This is an optimization exercise on Yosys and OpenROAD, whose aim is small area, a short achievable clock period and few clock cycles, not a production implementation.
Where RTL was checked, it was by simulation tests only, not by an equivalence proof against the original.

## job 1947
// vfdc
module vfdc (
    input  wire          clk,
    input  wire          rst,               
    input  wire          cfg_layout_b,      
    input  wire          cfg_halt_policy,   
    input  wire          in_valid,
    input  wire [31:0]   in_data,
    output wire          in_ready,
    output reg           out_valid,
    output reg  [2:0]    out_st,
    output reg  [1:0]    out_kind,
    output reg  [2:0]    out_acc,
    output reg  [23:0]   out_frame24,
    output reg  [7:0]    out_computed,
    output reg           out_msg_valid,
    output reg  [7:0]    out_msg_len,
    output wire [2039:0] out_msg_data,
    output reg           out_key_valid,
    output wire [7:0]    out_key_code,
    output wire [4:0]    out_key_flags,
    output wire          viol,
    output wire          halt
);
Size in the first run: about 5400 cells after synthesis, ~2200 flip-flops, about 2100 I/O pins, about 69000 um^2 of cells after synthesis.
clock: 9.0 ns
lec_check: 0
cap_margin: 20
core_area: 5 5 495 495
cts_buf_list: sky130_fd_sc_hd__clkbuf_8
cts_cluster_diameter: 80
cts_cluster_size: 30
die_area: 0 0 500 500
place_density: 0.55
slew_margin: 20
standard.sh (not shown) runs the stock make flow with config.mk's settings and CLKGATE_MAP_FILE= SYNTH_SCRIPT=/design/flow/synth_recipe.tcl, a recipe that flattens the netlist after the stock synthesis.
==> flow/flow/run.sh <==
#!/bin/bash
# Layout flow: the standard flow (standard synthesis unchanged), with
#  - every port buffered by sky130_fd_sc_hd__buf_1 instead of the default
#    buffer cell buffer_ports picks;
#  - pins placed one routing track apart, so that the 2100-odd ports fit on
#    the edge of a die sized for the cells;
#  - timing repair aiming for 6 ns of setup slack at the 9 ns clock.
# Each make step writes its full log under orfs/logs/; this script's own
# output goes to run_flow.log.
set -euo pipefail
export BUFFER_PORTS_ARGS="-buffer_cell sky130_fd_sc_hd__buf_1"
export PLACE_PINS_ARGS="-min_distance 1 -min_distance_in_tracks"
export SETUP_SLACK_MARGIN=6
bash standard.sh finish > run_flow.log 2>&1
Job 1947 never completed, since it errored out during global routing.
What job 1551 does differently from job 1947 at the input level:
diff --git a/flow/config.mk b/flow/config.mk
--- a/flow/config.mk
+++ b/flow/config.mk
@@ -8,7 +8,4 @@
 export CAP_MARGIN = 20
 export CORE_AREA = 5 5 495 495
-export CTS_BUF_LIST = sky130_fd_sc_hd__clkbuf_8
-export CTS_CLUSTER_DIAMETER = 80
-export CTS_CLUSTER_SIZE = 30
 export DIE_AREA = 0 0 500 500
 export PLACE_DENSITY = 0.55
Findings:
Number of post-CTS setup repair buffers of job 1551 exceeds that of job 1947 by more than 10%.
Reported for job 1947 and job 1551, post-synthesis net count turned out identical to the last digit.
From job 1947 to job 1551, synthesized cell count did not move at all.
Re count of port buffers added during placement: no difference whatsoever between job 1551 and job 1947.
Run status, job 1551: aborted in global routing, error GRT-0116
No run of this note included a check of the RTL's function; only the layout flow was run.

Setup of zinc:
vfdc, a different RTL version from the one above (not shown whole).
Size: roughly 5400 cells after synthesis, ~2200 flip-flops, about 2100 I/O pins, about 70000 um2 of cells after synthesis.
==> flow/config.mk <==
export PLATFORM = sky130hd
export DESIGN_NAME = vfdc
export DESIGN_NICKNAME = vfdc
export VERILOG_FILES = /design/flow/design.v
export SDC_FILE = /design/flow/constraint.sdc
export NUM_CORES = 4
export LEC_CHECK = 0
export CAP_MARGIN = 20
export CORE_AREA = 5 5 755 755
export DIE_AREA = 0 0 760 760
export PLACE_DENSITY = 0.6
export SETUP_SLACK_MARGIN = 5
export SLEW_MARGIN = 20
==> flow/constraint.sdc <==
create_clock -name core_clock -period 9.0 [get_ports {clk}]
set_input_delay 1.8000 -clock core_clock [delete_from_list [all_inputs] [get_ports {clk}]]
set_output_delay 1.8000 -clock core_clock [all_outputs]
set_load 0.01 [all_outputs]
run.sh (not shown) runs the stock make flow with config.mk's settings and CLKGATE_MAP_FILE= SYNTH_SCRIPT=/design/flow/synth_recipe.tcl, a recipe that flattens the netlist after the stock synthesis.
Stock flow here: none of the scripts above is used.
zinc completed end to end with timing, DRC and antenna clean.
Testbench counts of zinc, summed over its fixed seeds: cycles 40,048.
Relative to zinc, the following input files were edited for lagoon:
# zinc
export LEC_CHECK = 0
export CAP_MARGIN = 20
export CORE_AREA = 5 5 755 755
export DIE_AREA = 0 0 760 760
export PLACE_DENSITY = 0.6
export SETUP_SLACK_MARGIN = 5
export SLEW_MARGIN = 20
create_clock -name core_clock -period 9.0 [get_ports {clk}]
# lagoon
export LEC_CHECK = 0
export CAP_MARGIN = 20
export CORE_AREA = 5 5 495 495
export DIE_AREA = 0 0 500 500
export PLACE_DENSITY = 0.55
export SLEW_MARGIN = 20
create_clock -name core_clock -period 9.0 [get_ports {clk}]
==> flow/flow/run.sh (new file) <==
#!/bin/bash
# Layout flow: the standard flow (standard synthesis unchanged), with
#  - every port buffered by sky130_fd_sc_hd__buf_1 instead of the default
#    buffer cell buffer_ports picks;
#  - timing repair aiming for 5.6 ns of setup slack, and clock sinks
#    clustered 40 to a buffer;
#  - pins on met3 (left, right) and on met2 and met4 (top, bottom), one
#    routing track apart, so that the 2100-odd ports fit on the edge of a
#    die sized for the cells.
# Each make step writes its full log under orfs/logs/; this script's own
# output goes to run_flow.log.
set -euo pipefail
export BUFFER_PORTS_ARGS="-buffer_cell sky130_fd_sc_hd__buf_1"
export PLACE_PINS_ARGS="-min_distance 1 -min_distance_in_tracks"
export IO_PLACER_H="met3"
export IO_PLACER_V="met2 met4"
export SETUP_SLACK_MARGIN=5.6
export CTS_ARGS="-sink_clustering_enable -repair_clock_nets -sink_clustering_size 40 -sink_clustering_max_diameter 100"
bash standard.sh finish > run_flow.log 2>&1
==> flow/standard.sh (new file) <==
#!/bin/bash
# synth_recipe.tcl (not shown) runs the flow's synth.tcl, then flattens the netlist and writes it again
# the make line also repeats each setting of config.mk as NAME=value (left out here)
make -C /OpenROAD-flow-scripts/flow DESIGN_CONFIG=/design/flow/config.mk WORK_HOME=/design/flow/orfs CLKGATE_MAP_FILE= SYNTH_SCRIPT=/design/flow/synth_recipe.tcl "${@:-finish}"
removed: flow/run.sh
Findings:
Of zinc and lagoon, the higher number of placed instances with taps included belongs to zinc.
zinc reached the final stage; the timing, DRC and antenna checks on its layout passed.
lagoon: it failed during global routing (5_1_grt), and the tool reported GRT-0116.
Re share of flip-flops with an asynchronous set or reset: no difference whatsoever between lagoon and zinc.
Summary of lagoon over zinc: average size of a mapped cell ~0 delta, gate count of the mapped netlist ~0 delta, number of nets produced by synthesis ~0 delta.
lagoon vs. zinc: number of clock buffers inserted by TritonCTS decreased by 141 relative to the old numbers, estimated wirelength of the detail-placed design decreased by about 2% relative to the old numbers, die height decreased by 260 um relative to the old numbers.
Effective utilization at floorplan in lagoon is 17 points higher than in zinc
The lower maximum clock insertion buffer count of zinc and lagoon is in lagoon.
When the final numbers for zinc and lagoon were put side by side, the chip width turned out to be greater in zinc.
## Diff of input files: juniper against lagoon
==> flow/flow/run.sh <==
#!/bin/bash
# Layout flow: the standard flow (standard synthesis unchanged), with
#  - every port buffered by sky130_fd_sc_hd__buf_1 instead of the default
#    buffer cell buffer_ports picks;
#  - pins placed one routing track apart, so that the 2100-odd ports fit on
#    the edge of a die sized for the cells.
# Each make step writes its full log under orfs/logs/; this script's own
# output goes to run_flow.log.
set -euo pipefail
export BUFFER_PORTS_ARGS="-buffer_cell sky130_fd_sc_hd__buf_1"
export PLACE_PINS_ARGS="-min_distance 1 -min_distance_in_tracks"
export SETUP_SLACK_MARGIN=5.6
bash standard.sh finish > run_flow.log 2>&1
Results
juniper did not finish; a tool error ended it in global routing (5_1_grt). The cell count after synthesis of juniper and that of lagoon are within noise of each other. The post-detailed-placement cell area of lagoon and that of juniper are within noise of each other. Level count of the clock H-tree on juniper is up relative to lagoon.

Another version of the RTL of vfdc (not shown whole).
For scale: ~5400 cells after synthesis, about 2100 flip-flops, about 66000 sq um of cells after synthesis.
clock: 9.0 ns
lec_check: 0
cap_margin: 20
core_area: 5 5 755 755
die_area: 0 0 760 760
place_density: 0.35
setup_slack_margin: 5
slew_margin: 20
Stock flow here: none of the scripts above is used.
Next try:
==> flow/flow/run.sh (new file) <==
#!/bin/bash
# Layout flow: the standard flow (standard synthesis unchanged), with
#  - every port buffered by sky130_fd_sc_hd__buf_1 instead of the default
#    buffer cell buffer_ports picks;
#  - pins placed one routing track apart, so that the 2100-odd ports fit on
#    the edge of a die sized for the cells.
# Each make step writes its full log under orfs/logs/; this script's own
# output goes to run_flow.log.
set -euo pipefail
export BUFFER_PORTS_ARGS="-buffer_cell sky130_fd_sc_hd__buf_1"
export PLACE_PINS_ARGS="-min_distance 1 -min_distance_in_tracks"
bash standard.sh finish > run_flow.log 2>&1
==> flow/standard.sh (new file) <==
#!/bin/bash
# synth_recipe.tcl (not shown) runs the flow's synth.tcl, then flattens the netlist and writes it again
# the make line also repeats each setting of config.mk as NAME=value (left out here)
make -C /OpenROAD-flow-scripts/flow DESIGN_CONFIG=/design/flow/config.mk WORK_HOME=/design/flow/orfs CLKGATE_MAP_FILE= SYNTH_SCRIPT=/design/flow/synth_recipe.tcl "${@:-finish}"
Settings changed: CORE_AREA 5 5 755 755 to 5 5 395 395, DIE_AREA 0 0 760 760 to 0 0 400 400, PLACE_DENSITY 0.35 to 0.6.
removed: flow/run.sh
This time the run did not get past 5_1_grt on GRT-0116.
Area after synthesis stays the same.
Synthesized cell count stays the same.
Next try:
==> flow/run.sh (new file) <==
#!/bin/bash
# synth_recipe.tcl (not shown) runs the flow's synth.tcl, then flattens the netlist and writes it again
# the make line also repeats each setting of config.mk as NAME=value (left out here)
make -C /OpenROAD-flow-scripts/flow DESIGN_CONFIG=/design/flow/config.mk WORK_HOME=/design/flow/orfs CLKGATE_MAP_FILE= SYNTH_SCRIPT=/design/flow/synth_recipe.tcl finish
Settings changed: CORE_AREA 5 5 395 395 to 5 5 445 445, DIE_AREA 0 0 400 400 to 0 0 450 450.
removed: flow/flow/run.sh
removed: flow/standard.sh
Effect: The new run died in 3_2_place_iop, error PPL-0024; synthesized cell count does not change; synthesized area stays the same.
No run of this note included a check of the RTL's function; only the layout flow was run.

== the previous run ==
vfdc with an RTL version that a note above also has.
Size: roughly 5400 cells after synthesis, roughly 2100 I/O pins, roughly 70000 um^2 of cells after synthesis.
Settings: LEC_CHECK=0, CAP_MARGIN=20, CORE_AREA=5 5 495 495, DIE_AREA=0 0 500 500, PLACE_DENSITY=0.55, SETUP_SLACK_MARGIN=5, SLEW_MARGIN=20; clock period 9.0 ns.
standard.sh (not shown) runs the stock make flow with config.mk's settings and CLKGATE_MAP_FILE= SYNTH_SCRIPT=/design/flow/synth_recipe.tcl, a recipe that flattens the netlist after the stock synthesis.
==> flow/flow/run.sh <==
#!/bin/bash
# Layout flow: the standard flow (standard synthesis unchanged), with
#  - every port buffered by sky130_fd_sc_hd__buf_1 instead of the default
#    buffer cell buffer_ports picks;
#  - pins on met3 (left, right) and on met2 and met4 (top, bottom), one
#    routing track apart, so that the 2100-odd ports fit on the edge of a
#    die sized for the cells.
# Each make step writes its full log under orfs/logs/; this script's own
# output goes to run_flow.log.
set -euo pipefail
export BUFFER_PORTS_ARGS="-buffer_cell sky130_fd_sc_hd__buf_1"
export PLACE_PINS_ARGS="-min_distance 1 -min_distance_in_tracks"
export IO_PLACER_H="met3"
export IO_PLACER_V="met2 met4"
bash standard.sh finish > run_flow.log 2>&1
The previous run got as far as global routing, where a tool error ended the run.
Testbench counts of the previous run, summed over its fixed seeds: cycles 40,048.
Setup changes, the previous run to the current run
-- flow/flow/run.sh --
<<< the previous run, line 5
#  - pins on met3 (left, right) and on met2 and met4 (top, bottom), one
#    routing track apart, so that the 2100-odd ports fit on the edge of a
#    die sized for the cells.
>>> the current run, line 5
#  - pins placed one routing track apart, so that the 2100-odd ports fit on
#    the edge of a die sized for the cells.
<<< the previous run, line 13
export IO_PLACER_H="met3"
export IO_PLACER_V="met2 met4"
>>> the current run, line 12
==> summary.txt <==
No final results exist for the current run, since it was stopped by error GRT-0116 during global routing.
Diff the previous run..the current run | mux cell area share after synthesis | unchanged
Clock buffer count from CTS for the current run is lower than for the previous run.
Re share of synthesized registers carrying an async set or reset: no difference whatsoever between the current run and the previous run.
What the current run reported for final weighted congestion in routability-driven placement has to be multiplied by 1.14 to get the figure for the previous run.
Sort the previous run and the current run by post-detailed-placement half-perimeter wirelength asc -> top: the current run
The post-detailed-placement cell area on the current run is in line with that on the previous run.
As far as synthesized area goes, the current run and the previous run are indistinguishable; the numbers are identical.

==> static timing again, ports no longer ideal <==
Ports are ideal in the flow. The routed layouts listed here were re-timed in OpenROAD. Step 1, drivers: a clkbuf_16 drives clk and a buf_2 each remaining input, both assumed. Step 2 adds t to the input delays and takes it off the output delays; t is the mean of the earliest and latest rising clock arrival at the registers after step 1. Input paths then give back, and output paths get back, about the clock's delay inside the block. Slacks: ideal / step 1 / step 2; pairs: ideal / step 1.
run	t (ns)	slack for setup (ns)	hold WS [ns]
zinc	0.988	5.183 / 5.084 / 4.985	0.326 / 0.326 / 0.326
the first run of note 3	0.978	3.162 / 3.180 / 2.202	0.323 / 0.323 / 0.323
After both steps every run listed still meets setup and hold. The setup slack of the first run of note 3, which loses most, moves by +0.018 ns with the drivers and by -0.960 ns with both steps.
